Context: an optimization exercise on an open-source flow, tuned for small area, a short achievable clock period and few clock cycles. The choices shown serve that exercise and are no tape-out recipe.
At most, simulation tests tie the RTL to the original design; equivalence was not proved.
Power is estimated from default activity; no workload was simulated.

==> flow/design.v (excerpt) <==
module pluto_rx (
    input  wire        clk,
    input  wire        rst,
    input  wire        cmd_valid,
    output wire        cmd_ready,
    input  wire [7:0]  cmd,
    input  wire        in_valid,
    output wire        in_ready,
    input  wire [7:0]  in_data,
    input  wire [3:0]  in_nbits,
    input  wire        in_last,
    output reg         out_valid,
    output reg  [7:0]  out_byte,
    output reg         rsp_valid,
    output wire [3:0]  rsp_status,
    output reg  [2:0]  rsp_sub,
    output reg  [31:0] rsp_value
);
Size: about 2800 cells after synthesis.
==> flow/config.mk <==
export PLATFORM = sky130hd
export DESIGN_NAME = pluto_rx
export DESIGN_NICKNAME = pluto_rx
export VERILOG_FILES = /design/flow/design.v
export SDC_FILE = /design/flow/constraint.sdc
export NUM_CORES = 4
export LEC_CHECK = 0
export ABC_AREA = 1
export CAP_MARGIN = 20
export CORE_MARGIN = 2
export CORE_UTILIZATION = 65
export CTS_CLUSTER_DIAMETER = 90
export CTS_CLUSTER_SIZE = 24
export SLEW_MARGIN = 20
==> flow/constraint.sdc <==
create_clock -name core_clock -period 10.0 [get_ports {clk}]
set_input_delay 2.0000 -clock core_clock [delete_from_list [all_inputs] [get_ports {clk}]]
set_output_delay 2.0000 -clock core_clock [all_outputs]
set_load 0.01 [all_outputs]
standard.sh (not shown) runs the stock make flow with config.mk's settings and CLKGATE_MAP_FILE= SYNTH_SCRIPT=/design/flow/synth_recipe.tcl, a recipe that flattens the netlist after the stock synthesis.
==> flow/flow/run.sh <==
#!/bin/bash
# The standard layout (standard.sh), with timing repair aimed at a 3.1 ns
# clock (setup margin 6.9 ns at the 10 ns constraint), plain buf_2 cells as
# the port buffers, and no separate adder-cell mapping in synthesis (ABC maps
# the adders with the rest of the logic). Full tool output is in standard.log.
set -e
bash standard.sh SETUP_SLACK_MARGIN=6.9 ADDER_MAP_FILE= \
    BUFFER_PORTS_ARGS="-buffer_cell sky130_fd_sc_hd__buf_2" finish > standard.log 2>&1
Testbench counts at the start, summed over its fixed seeds: cycles 38,315.
Edit:
--- a/flow/design.v
+++ b/flow/design.v
@@ -1,23 +1,33 @@
 module pluto_rx_step (
     input  wire [15:0] blk,
     output wire [2:0]  mis
 );
     localparam [15:0] P16 = 16'hB4E5;
     wire [15:0] e = blk ^ P16;
-    integer k;
-    reg [4:0] s;
-    always @* begin
-        s = 5'd0;
-        for (k = 0; k < 16; k = k + 1)
-            s = s + {4'd0, e[k]};
-    end
-    assign mis = (s > 5'd7) ? 3'd7 : s[2:0];
+    function [1:0] fa(input a, input b, input c);    
+        fa = {(a & b) | (a & c) | (b & c), a ^ b ^ c};
+    endfunction
+    wire [1:0] f0 = fa(e[0],  e[1],  e[2]);
+    wire [1:0] f1 = fa(e[3],  e[4],  e[5]);
+    wire [1:0] f2 = fa(e[6],  e[7],  e[8]);
+    wire [1:0] f3 = fa(e[9],  e[10], e[11]);
+    wire [1:0] f4 = fa(e[12], e[13], e[14]);
+    wire [1:0] g0 = fa(f0[0], f1[0], f2[0]);
+    wire [1:0] g1 = fa(f3[0], f4[0], e[15]);
+    wire [1:0] h0 = fa(g0[0], g1[0], 1'b0);
+    wire [1:0] k0 = fa(f0[1], f1[1], f2[1]);
+    wire [1:0] k1 = fa(f3[1], f4[1], g0[1]);
+    wire [1:0] k2 = fa(g1[1], h0[1], 1'b0);
+    wire [1:0] m0 = fa(k0[0], k1[0], k2[0]);
+    wire [1:0] n0 = fa(k0[1], k1[1], k2[1]);
+    wire [1:0] p0 = fa(n0[0], m0[1], 1'b0);
+    assign mis = (n0[1] | p0[1]) ? 3'd7 : {p0[0], m0[0], h0[0]};
 endmodule
 module pluto_rx (
     input  wire        clk,
     input  wire        rst,
     input  wire        cmd_valid,
     output wire        cmd_ready,
     input  wire [7:0]  cmd,
     input  wire        in_valid,
     output wire        in_ready,
@@ -51,44 +61,49 @@
             sadd = s[3] ? 3'd7 : s[2:0];
         end
     endfunction
     function maj(input a, input b, input c);
         maj = (a & b) | (a & c) | (b & c);
     endfunction
     genvar gi;
     integer li;
     reg        phase;               
+    reg        cmd_rdy;             
     reg [1:0]  op, rate;            
     reg [7:0]  X;                   
     reg [7:0]  mm;                  
     reg        t0_beat, t0_last, t0_cmd, t0_ill;
-    assign cmd_ready = ~phase;
+    assign cmd_ready = cmd_rdy;
     assign in_ready  = phase;
-    wire cmd_fire  = cmd_valid & ~phase;
+    wire cmd_fire  = cmd_valid & cmd_rdy;
     wire in_fire   = in_valid & phase;
     wire cmd_crc   = (cmd == 8'h40);
     wire cmd_dec   = (cmd[7:2] == 6'b1000_00);
     wire cmd_find  = (cmd == 8'h90);
     wire cmd_legal = cmd_crc | cmd_dec | cmd_find;
     always @(posedge clk) begin
         if (rst) begin
             phase   <= 1'b0;
+            cmd_rdy <= 1'b1;
             t0_beat <= 1'b0;
             t0_cmd  <= 1'b0;
             t0_ill  <= 1'b0;
         end else begin
             t0_beat <= in_fire;
             t0_cmd  <= cmd_fire & cmd_legal;
             t0_ill  <= cmd_fire & ~cmd_legal;
-            if (cmd_fire & cmd_legal)
-                phase <= 1'b1;
-            else if (in_fire & in_last)
-                phase <= 1'b0;
+            if (cmd_fire & cmd_legal) begin
+                phase   <= 1'b1;
+                cmd_rdy <= 1'b0;
+            end else if (in_fire & in_last) begin
+                phase   <= 1'b0;
+                cmd_rdy <= 1'b1;
+            end
         end
         if (cmd_fire) begin
             op   <= cmd_crc ? OP_CRC : (cmd_dec ? OP_DEC : OP_FIND);
             rate <= cmd[1:0];
         end
         X       <= in_data;
         t0_last <= in_last;
         if (!in_last) mm <= 8'hFF;
         else case (in_nbits)
=> The new run completed without violations; sequential cell count increases by 1; wire length goes down by about 10%; worst setup slack improved by 0.014 ns; die area is lower by about 3.5%; global-route usage is lower by 1.6 points; area after synthesis drops by 3.6%; worst hold slack hardly moves; total power goes down by 2.1%; maximum frequency went up by about 0.46%; cell area is lower by about 4.6%; synthesized cell count goes down by about 5%; via count is lower by 8.6%.
Function not checked in the second run of this note: the RTL went through the layout flow alone.

==> afterwards: timing with drivers on the ports <==
No port has a modelled driver above. Below, the same layouts with a new extraction and two added sets of constraints. Step 1: set_driving_cell puts a clkbuf_16 on clk and a buf_2 on each other input, an assumption about the parent block. Step 2, shift: input delay + t, output delay - t, t = (earliest + latest rising clock arrival at the registers) / 2. This alone moves slack from input paths to output paths. a / b / c = ideal / step 1 / step 2; a / b = the first two.
run	t, ns	setup slack, ns	worst slew at a driven data input, ns
the first run	0.608	6.928 / 6.873 / 6.731	0.06
the second run	0.602	6.942 / 6.889 / 6.630	0.05
After both steps every run listed still meets setup and hold. For the second run, which loses most, drivers alone change the setup slack by -0.053 ns; drivers and shift together by -0.312 ns.
